This design comes from an exercise in tuning for a short achievable clock period and few clock cycles on the open sky130 flow, not from production work. Only simulation tests tie the RTL to the original design; equivalence was not proved.

==> run K: inputs <==
==> flow/design.v (excerpt) <==
module tcf (
    input  wire        clk,
    input  wire        rst,         
    input  wire        req_valid,
    input  wire        req_write,
    input  wire [7:0]  req_addr,
    input  wire [31:0] req_wdata,
    output wire        req_ready,
    output reg         resp_valid,
    output reg  [31:0] resp_rdata
);
Settings: LEC_CHECK=0, ABC_CLOCK_PERIOD_IN_PS=3000, CAP_MARGIN=20, CORE_MARGIN=2, CORE_UTILIZATION=25, PLACE_DENSITY=0.4, SLEW_MARGIN=20; clock period 10.0 ns.
standard.sh (not shown) runs the stock make flow with config.mk's settings and CLKGATE_MAP_FILE= SYNTH_SCRIPT=/design/flow/synth_recipe.tcl, a recipe that flattens the netlist after the stock synthesis.
==> flow/flow/run.sh <==
#!/bin/bash
set -euo pipefail
bash standard.sh SETUP_SLACK_MARGIN=6.5 \
    "BUFFER_PORTS_ARGS=-buffer_cell sky130_fd_sc_hd__buf_4" finish > flow_make.log 2>&1
==> inputs of run M, as changes to run K <==
--- a/flow/design.v
+++ b/flow/design.v
@@ -1261,60 +1261,60 @@
             6'd44: wbyte = eth_fcs[23:16];
             6'd45: wbyte = eth_fcs[15:8];
             6'd46: wbyte = eth_fcs[7:0];
             default: ;
         endcase
     end
-    reg  [7:0]  c_wb;       
-    reg         c_ph;       
-    wire [31:0] cb_byte = crcx_1(crc_state, c_wb);
+    wire [31:0] cb_byte = crcx_1(crc_state, wbyte);
     wire [31:0] cb_eth = crcs_14(crc_state) ^ crcd_14(
         {hdr[8*29 +: 8], hdr[8*30 +: 8], hdr[8*31 +: 8], hdr[8*32 +: 8],
          hdr[8*33 +: 8], hdr[8*34 +: 8], hdr[8*35 +: 8], hdr[8*36 +: 8],
          hdr[8*37 +: 8], hdr[8*38 +: 8], hdr[8*39 +: 8], hdr[8*40 +: 8],
          hdr[8*41 +: 8], hdr[8*42 +: 8]});
     wire [47:0] b_mac   = local_valid ? local_mac : 48'd0;
     wire [31:0] cb_beth = crc_beth(b_mac);
-    reg [8:0] pa_oh;
-    reg [7:0] pb_oh;
-    always @(posedge clk) begin
-        pa_oh <= 9'd1 << plen[6:3];
-        pb_oh <= 8'd1 << plen[2:0];
+    reg [31:0] pay_a, cb_pay;
+    always @(*) begin
+        case (plen[6:3])
+            4'd1: pay_a = crcs_8(crc_state);
+            4'd2: pay_a = crcs_16(crc_state);
+            4'd3: pay_a = crcs_24(crc_state);
+            4'd4: pay_a = crcs_32(crc_state);
+            4'd5: pay_a = crcs_40(crc_state);
+            4'd6: pay_a = crcs_48(crc_state);
+            4'd7: pay_a = crcs_56(crc_state);
+            4'd8: pay_a = crcs_64(crc_state);
+            default: pay_a = crc_state;
+        endcase
+        case (plen[2:0])
+            3'd1: cb_pay = crcs_1(c_u);
+            3'd2: cb_pay = crcs_2(c_u);
+            3'd3: cb_pay = crcs_3(c_u);
+            3'd4: cb_pay = crcs_4(c_u);
+            3'd5: cb_pay = crcs_5(c_u);
+            3'd6: cb_pay = crcs_6(c_u);
+            3'd7: cb_pay = crcs_7(c_u);
+            default: cb_pay = c_u;
+        endcase
+        cb_pay = cb_pay ^ pcrc;
     end
-    wire [31:0] pay_a = ({32{pa_oh[0]}} & crc_state) |
-                        ({32{pa_oh[1]}} & crcs_8(crc_state)) |
-                        ({32{pa_oh[2]}} & crcs_16(crc_state)) |
-                        ({32{pa_oh[3]}} & crcs_24(crc_state)) |
-                        ({32{pa_oh[4]}} & crcs_32(crc_state)) |
-                        ({32{pa_oh[5]}} & crcs_40(crc_state)) |
-                        ({32{pa_oh[6]}} & crcs_48(crc_state)) |
-                        ({32{pa_oh[7]}} & crcs_56(crc_state)) |
-                        ({32{pa_oh[8]}} & crcs_64(crc_state));
-    wire [31:0] cb_pay = pcrc ^ (({32{pb_oh[0]}} & c_u) |
-                                 ({32{pb_oh[1]}} & crcs_1(c_u)) |
-                                 ({32{pb_oh[2]}} & crcs_2(c_u)) |
-                                 ({32{pb_oh[3]}} & crcs_3(c_u)) |
-                                 ({32{pb_oh[4]}} & crcs_4(c_u)) |
-                                 ({32{pb_oh[5]}} & crcs_5(c_u)) |
-                                 ({32{pb_oh[6]}} & crcs_6(c_u)) |
-                                 ({32{pb_oh[7]}} & crcs_7(c_u)));
     wire c_tcph = crc_todo[0];
     wire c_iph  = crc_todo[1:0] == 2'b10;
     wire c_eth  = crc_todo[2:0] == 3'b100;
     wire c_paya = crc_todo[3:0] == 4'b1000;
     wire c_payb = crc_todo[4:0] == 5'b10000;
     wire c_fcs  = crc_todo == 6'b100000;
     reg [5:0] crc_rest;
     always @(*) begin
         crc_rest = crc_todo;
-        if (c_tcph && c_ph && cpos == 6'd12) crc_rest[0] = 1'b0;
-        if (c_iph && c_ph && cpos == 6'd28)  crc_rest[1] = 1'b0;
-        if (c_eth)                           crc_rest[2] = 1'b0;
-        if (c_paya)                          crc_rest[3] = 1'b0;
-        if (c_payb)                          crc_rest[4] = 1'b0;
-        if (c_fcs && c_ph && cpos == 6'd46)  crc_rest[5] = 1'b0;
+        if ((c_tcph && cpos == 6'd12) ) crc_rest[0] = 1'b0;
+        if (c_iph && cpos == 6'd28)     crc_rest[1] = 1'b0;
+        if (c_eth)                      crc_rest[2] = 1'b0;
+        if (c_paya)                     crc_rest[3] = 1'b0;
+        if (c_payb)                     crc_rest[4] = 1'b0;
+        if (c_fcs && cpos == 6'd46)     crc_rest[5] = 1'b0;
     end
     reg        kv1, kv2, kv3, kv4;
     reg        k_wcrc;
     reg [1:0]  k_dest;
     reg        tcp_after;
     localparam integer KW = 43 + 17;
@@ -1688,13 +1688,13 @@
     wire [2:0] fsel    = c_arg[2:0];
     wire t_crcf  = t_op_ok && h_op[O_CRCF];
     wire cs_wr   = t_wr && h_oh[R_CRC_STATE];
     wire cs_data = t_wr && h_oh[R_CRC_DATA];
     wire cs_init = t_op_ok && h_op[O_CRCI];
     wire cs_beth = t_op_ok && (h_op[O_BETH] || h_op[O_BALL]);
-    wire cs_byte = busy && (c_tcph || c_iph || c_fcs) && c_ph;
+    wire cs_byte = busy && (c_tcph || c_iph || c_fcs);
     wire cs_eth  = busy ? c_eth : (t_crcf && (fsel == 3'd1 || fsel == 3'd2));
     wire cs_pay  = busy && c_payb;
     wire cs_any  = cs_wr || cs_data || cs_init || cs_beth || cs_byte || cs_eth || cs_pay;
     wire [31:0] crc_next = ({32{cs_wr}} & h_d) |
                            ({32{cs_data}} & crcx_1(crc_state, h_d[7:0])) |
                            {32{cs_init}} |
@@ -1746,28 +1746,23 @@
             tcp_doff <= 32'd0; tcp_rsvd <= 32'd0; tcp_flags <= 32'd0; tcp_win <= 32'd0;
             tcp_csum <= 32'd0; tcp_urg <= 32'd0;
             out_len <= 7'd0; out_nz <= 1'b0;
             ck_sum <= 16'd0; ck_hold <= 8'd0; ck_odd <= 1'b0; ck_res <= 16'hFFFF;
             busy <= 1'b0;
             crc_todo <= 6'd0; c_zero_ip <= 1'b0; c_fcsout <= 1'b0; emit_skip <= 6'd0;
-            c_ph <= 1'b0;
             kv1 <= 1'b0; kv2 <= 1'b0; kv3 <= 1'b0; kv4 <= 1'b0;
             k_wcrc <= 1'b0; k_dest <= K_FEED;
             tcp_after <= 1'b0; enc2 <= 1'b0; ckd <= 1'b0; ckr <= 1'b0;
             resp_valid <= srst_r;
             resp_rdata <= 32'd0;
         end else if (busy) begin
             ncrc_todo = crc_rest;
             nkv1 = kv1 && !k1_go; nkv2 = 1'b0; nkv3 = 1'b0; nkv4 = 1'b0;
             nenc2 = 1'b0; nckd = 1'b0; nckr = 1'b0; ntcp_after = tcp_after;
-            if (c_tcph || c_iph || c_fcs) begin
-                c_ph <= !c_ph;
-                c_wb <= wbyte;
-                if (c_ph)
-                    cpos <= (c_iph && cpos == 6'd28) ? 6'd43 : cpos + 6'd1;
-            end
+            if (c_tcph || c_iph || c_fcs)
+                cpos <= (c_iph && cpos == 6'd28) ? 6'd43 : cpos + 6'd1;
             if (c_paya)
                 c_u <= pay_a;
             if (c_payb && c_fcsout)
                 eth_fcs <= ~cb_pay;
             if (emit_skip != 6'd0) begin
                 outq <= outq >> 8;
@@ -2012,13 +2007,12 @@
             ap_v <= 1'b0;
         end
         if (rst) begin
             busy <= 1'b0;
             crc_todo <= 6'd0;
             emit_skip <= 6'd0;
-            c_ph <= 1'b0;
             kv1 <= 1'b0; kv2 <= 1'b0; kv3 <= 1'b0; kv4 <= 1'b0;
             tcp_after <= 1'b0; enc2 <= 1'b0; ckd <= 1'b0; ckr <= 1'b0;
             resp_valid <= 1'b0;
         end
     end
     assign append_now = (h_v && h_append0) || (busy && enc2);
==> inputs of run H, as changes to run K <==
--- a/flow/design.v
+++ b/flow/design.v
@@ -1261,60 +1261,60 @@
             6'd44: wbyte = eth_fcs[23:16];
             6'd45: wbyte = eth_fcs[15:8];
             6'd46: wbyte = eth_fcs[7:0];
             default: ;
         endcase
     end
-    reg  [7:0]  c_wb;       
-    reg         c_ph;       
-    wire [31:0] cb_byte = crcx_1(crc_state, c_wb);
+    wire [31:0] cb_byte = crcx_1(crc_state, wbyte);
     wire [31:0] cb_eth = crcs_14(crc_state) ^ crcd_14(
         {hdr[8*29 +: 8], hdr[8*30 +: 8], hdr[8*31 +: 8], hdr[8*32 +: 8],
          hdr[8*33 +: 8], hdr[8*34 +: 8], hdr[8*35 +: 8], hdr[8*36 +: 8],
          hdr[8*37 +: 8], hdr[8*38 +: 8], hdr[8*39 +: 8], hdr[8*40 +: 8],
          hdr[8*41 +: 8], hdr[8*42 +: 8]});
     wire [47:0] b_mac   = local_valid ? local_mac : 48'd0;
     wire [31:0] cb_beth = crc_beth(b_mac);
-    reg [8:0] pa_oh;
-    reg [7:0] pb_oh;
-    always @(posedge clk) begin
-        pa_oh <= 9'd1 << plen[6:3];
-        pb_oh <= 8'd1 << plen[2:0];
+    reg [31:0] pay_a, cb_pay;
+    always @(*) begin
+        case (plen[6:3])
+            4'd1: pay_a = crcs_8(crc_state);
+            4'd2: pay_a = crcs_16(crc_state);
+            4'd3: pay_a = crcs_24(crc_state);
+            4'd4: pay_a = crcs_32(crc_state);
+            4'd5: pay_a = crcs_40(crc_state);
+            4'd6: pay_a = crcs_48(crc_state);
+            4'd7: pay_a = crcs_56(crc_state);
+            4'd8: pay_a = crcs_64(crc_state);
+            default: pay_a = crc_state;
+        endcase
+        case (plen[2:0])
+            3'd1: cb_pay = crcs_1(c_u);
+            3'd2: cb_pay = crcs_2(c_u);
+            3'd3: cb_pay = crcs_3(c_u);
+            3'd4: cb_pay = crcs_4(c_u);
+            3'd5: cb_pay = crcs_5(c_u);
+            3'd6: cb_pay = crcs_6(c_u);
+            3'd7: cb_pay = crcs_7(c_u);
+            default: cb_pay = c_u;
+        endcase
+        cb_pay = cb_pay ^ pcrc;
     end
-    wire [31:0] pay_a = ({32{pa_oh[0]}} & crc_state) |
-                        ({32{pa_oh[1]}} & crcs_8(crc_state)) |
-                        ({32{pa_oh[2]}} & crcs_16(crc_state)) |
-                        ({32{pa_oh[3]}} & crcs_24(crc_state)) |
-                        ({32{pa_oh[4]}} & crcs_32(crc_state)) |
-                        ({32{pa_oh[5]}} & crcs_40(crc_state)) |
-                        ({32{pa_oh[6]}} & crcs_48(crc_state)) |
-                        ({32{pa_oh[7]}} & crcs_56(crc_state)) |
-                        ({32{pa_oh[8]}} & crcs_64(crc_state));
-    wire [31:0] cb_pay = pcrc ^ (({32{pb_oh[0]}} & c_u) |
-                                 ({32{pb_oh[1]}} & crcs_1(c_u)) |
-                                 ({32{pb_oh[2]}} & crcs_2(c_u)) |
-                                 ({32{pb_oh[3]}} & crcs_3(c_u)) |
-                                 ({32{pb_oh[4]}} & crcs_4(c_u)) |
-                                 ({32{pb_oh[5]}} & crcs_5(c_u)) |
-                                 ({32{pb_oh[6]}} & crcs_6(c_u)) |
-                                 ({32{pb_oh[7]}} & crcs_7(c_u)));
     wire c_tcph = crc_todo[0];
     wire c_iph  = crc_todo[1:0] == 2'b10;
     wire c_eth  = crc_todo[2:0] == 3'b100;
     wire c_paya = crc_todo[3:0] == 4'b1000;
     wire c_payb = crc_todo[4:0] == 5'b10000;
     wire c_fcs  = crc_todo == 6'b100000;
     reg [5:0] crc_rest;
     always @(*) begin
         crc_rest = crc_todo;
-        if (c_tcph && c_ph && cpos == 6'd12) crc_rest[0] = 1'b0;
-        if (c_iph && c_ph && cpos == 6'd28)  crc_rest[1] = 1'b0;
-        if (c_eth)                           crc_rest[2] = 1'b0;
-        if (c_paya)                          crc_rest[3] = 1'b0;
-        if (c_payb)                          crc_rest[4] = 1'b0;
-        if (c_fcs && c_ph && cpos == 6'd46)  crc_rest[5] = 1'b0;
+        if ((c_tcph && cpos == 6'd12) ) crc_rest[0] = 1'b0;
+        if (c_iph && cpos == 6'd28)     crc_rest[1] = 1'b0;
+        if (c_eth)                      crc_rest[2] = 1'b0;
+        if (c_paya)                     crc_rest[3] = 1'b0;
+        if (c_payb)                     crc_rest[4] = 1'b0;
+        if (c_fcs && cpos == 6'd46)     crc_rest[5] = 1'b0;
     end
     reg        kv1, kv2, kv3, kv4;
     reg        k_wcrc;
     reg [1:0]  k_dest;
     reg        tcp_after;
     localparam integer KW = 43 + 17;
@@ -1688,13 +1688,13 @@
     wire [2:0] fsel    = c_arg[2:0];
     wire t_crcf  = t_op_ok && h_op[O_CRCF];
     wire cs_wr   = t_wr && h_oh[R_CRC_STATE];
     wire cs_data = t_wr && h_oh[R_CRC_DATA];
     wire cs_init = t_op_ok && h_op[O_CRCI];
     wire cs_beth = t_op_ok && (h_op[O_BETH] || h_op[O_BALL]);
-    wire cs_byte = busy && (c_tcph || c_iph || c_fcs) && c_ph;
+    wire cs_byte = busy && (c_tcph || c_iph || c_fcs);
     wire cs_eth  = busy ? c_eth : (t_crcf && (fsel == 3'd1 || fsel == 3'd2));
     wire cs_pay  = busy && c_payb;
     wire cs_any  = cs_wr || cs_data || cs_init || cs_beth || cs_byte || cs_eth || cs_pay;
     wire [31:0] crc_next = ({32{cs_wr}} & h_d) |
                            ({32{cs_data}} & crcx_1(crc_state, h_d[7:0])) |
                            {32{cs_init}} |
@@ -1746,28 +1746,23 @@
             tcp_doff <= 32'd0; tcp_rsvd <= 32'd0; tcp_flags <= 32'd0; tcp_win <= 32'd0;
             tcp_csum <= 32'd0; tcp_urg <= 32'd0;
             out_len <= 7'd0; out_nz <= 1'b0;
             ck_sum <= 16'd0; ck_hold <= 8'd0; ck_odd <= 1'b0; ck_res <= 16'hFFFF;
             busy <= 1'b0;
             crc_todo <= 6'd0; c_zero_ip <= 1'b0; c_fcsout <= 1'b0; emit_skip <= 6'd0;
-            c_ph <= 1'b0;
             kv1 <= 1'b0; kv2 <= 1'b0; kv3 <= 1'b0; kv4 <= 1'b0;
             k_wcrc <= 1'b0; k_dest <= K_FEED;
             tcp_after <= 1'b0; enc2 <= 1'b0; ckd <= 1'b0; ckr <= 1'b0;
             resp_valid <= srst_r;
             resp_rdata <= 32'd0;
         end else if (busy) begin
             ncrc_todo = crc_rest;
             nkv1 = kv1 && !k1_go; nkv2 = 1'b0; nkv3 = 1'b0; nkv4 = 1'b0;
             nenc2 = 1'b0; nckd = 1'b0; nckr = 1'b0; ntcp_after = tcp_after;
-            if (c_tcph || c_iph || c_fcs) begin
-                c_ph <= !c_ph;
-                c_wb <= wbyte;
-                if (c_ph)
-                    cpos <= (c_iph && cpos == 6'd28) ? 6'd43 : cpos + 6'd1;
-            end
+            if (c_tcph || c_iph || c_fcs)
+                cpos <= (c_iph && cpos == 6'd28) ? 6'd43 : cpos + 6'd1;
             if (c_paya)
                 c_u <= pay_a;
             if (c_payb && c_fcsout)
                 eth_fcs <= ~cb_pay;
             if (emit_skip != 6'd0) begin
                 outq <= outq >> 8;
@@ -2012,13 +2007,12 @@
             ap_v <= 1'b0;
         end
         if (rst) begin
             busy <= 1'b0;
             crc_todo <= 6'd0;
             emit_skip <= 6'd0;
-            c_ph <= 1'b0;
             kv1 <= 1'b0; kv2 <= 1'b0; kv3 <= 1'b0; kv4 <= 1'b0;
             tcp_after <= 1'b0; enc2 <= 1'b0; ckd <= 1'b0; ckr <= 1'b0;
             resp_valid <= 1'b0;
         end
     end
     assign append_now = (h_v && h_append0) || (busy && enc2);
==> flow/run.sh (new file) <==
#!/bin/bash
# synth_recipe.tcl (not shown) runs the flow's synth.tcl, then flattens the netlist and writes it again
# the make line also repeats each setting of config.mk as NAME=value (left out here)
make -C /OpenROAD-flow-scripts/flow DESIGN_CONFIG=/design/flow/config.mk WORK_HOME=/design/flow/orfs CLKGATE_MAP_FILE= SYNTH_SCRIPT=/design/flow/synth_recipe.tcl finish
- SETUP_SLACK_MARGIN: default -> 4
removed: flow/flow/run.sh
removed: flow/standard.sh
==> results.txt <==
item                                                          run M            run K                       run H
Vias in the first global route                              233,180          233,345                     228,543
Number of cells upsized or downsized after cts                1,583            1,620                          16
Tap cell count                                               13,248           13,284                      13,248
Die W                                                       1000 µm          1000 µm                     1000 µm
Final max-slew violation count                                    0                0                           1
Post-route minimum period                                   4.46 ns          4.03 ns                     6.16 ns
Longest individual stage delay on the worst path            1.22 ns          1.05 ns                     0.75 ns
Register-to-register path setup slack                       5.54 ns          5.97 ns                     3.84 ns
WL final                                               1,780,000 µm     1,750,000 µm                1,740,000 µm
Result of the run                                    finished clean   finished clean  complete, but fails checks
Layout check failures                                             -                -                  slew limit
Final cycle utilization of the critical path                  44.6%            40.3%                       61.6%
Hold-critical path endpoint                         h_d[21]$_DFF_P_  h_d[17]$_DFF_P_             h_d[12]$_DFF_P_
Total iterations of the first detailed-routing run               11               13                          12
Testbench counts of run K, summed over its fixed seeds: cycles 16,087.
Testbench counts of run M, summed over its fixed seeds: cycles 16,087.
Testbench counts of run H, summed over its fixed seeds: cycles 16,087.

## re-timing with driven ports
In the flow no input, the clock included, has a driving cell. The finished layouts below were timed again as built, in two steps.
Step 1 assumes that a clkbuf_16 drives the clock port and a buf_2 every other input.
Step 2 also shifts input and output timing later by t, the mid clock arrival at the registers, as if the neighbouring blocks saw the same clock.
Slacks: ideal / step 1 / step 2; pairs: ideal / step 1.
run | t (ns) | setup slack, ns | worst setup path at the end
run K | 1.248 | 5.973 / 5.973 / 5.973 | register to register
run M | 1.264 | 5.537 / 5.537 / 5.537 | register to register
run H | 1.244 | 3.843 / 3.843 / 3.843 | register to register
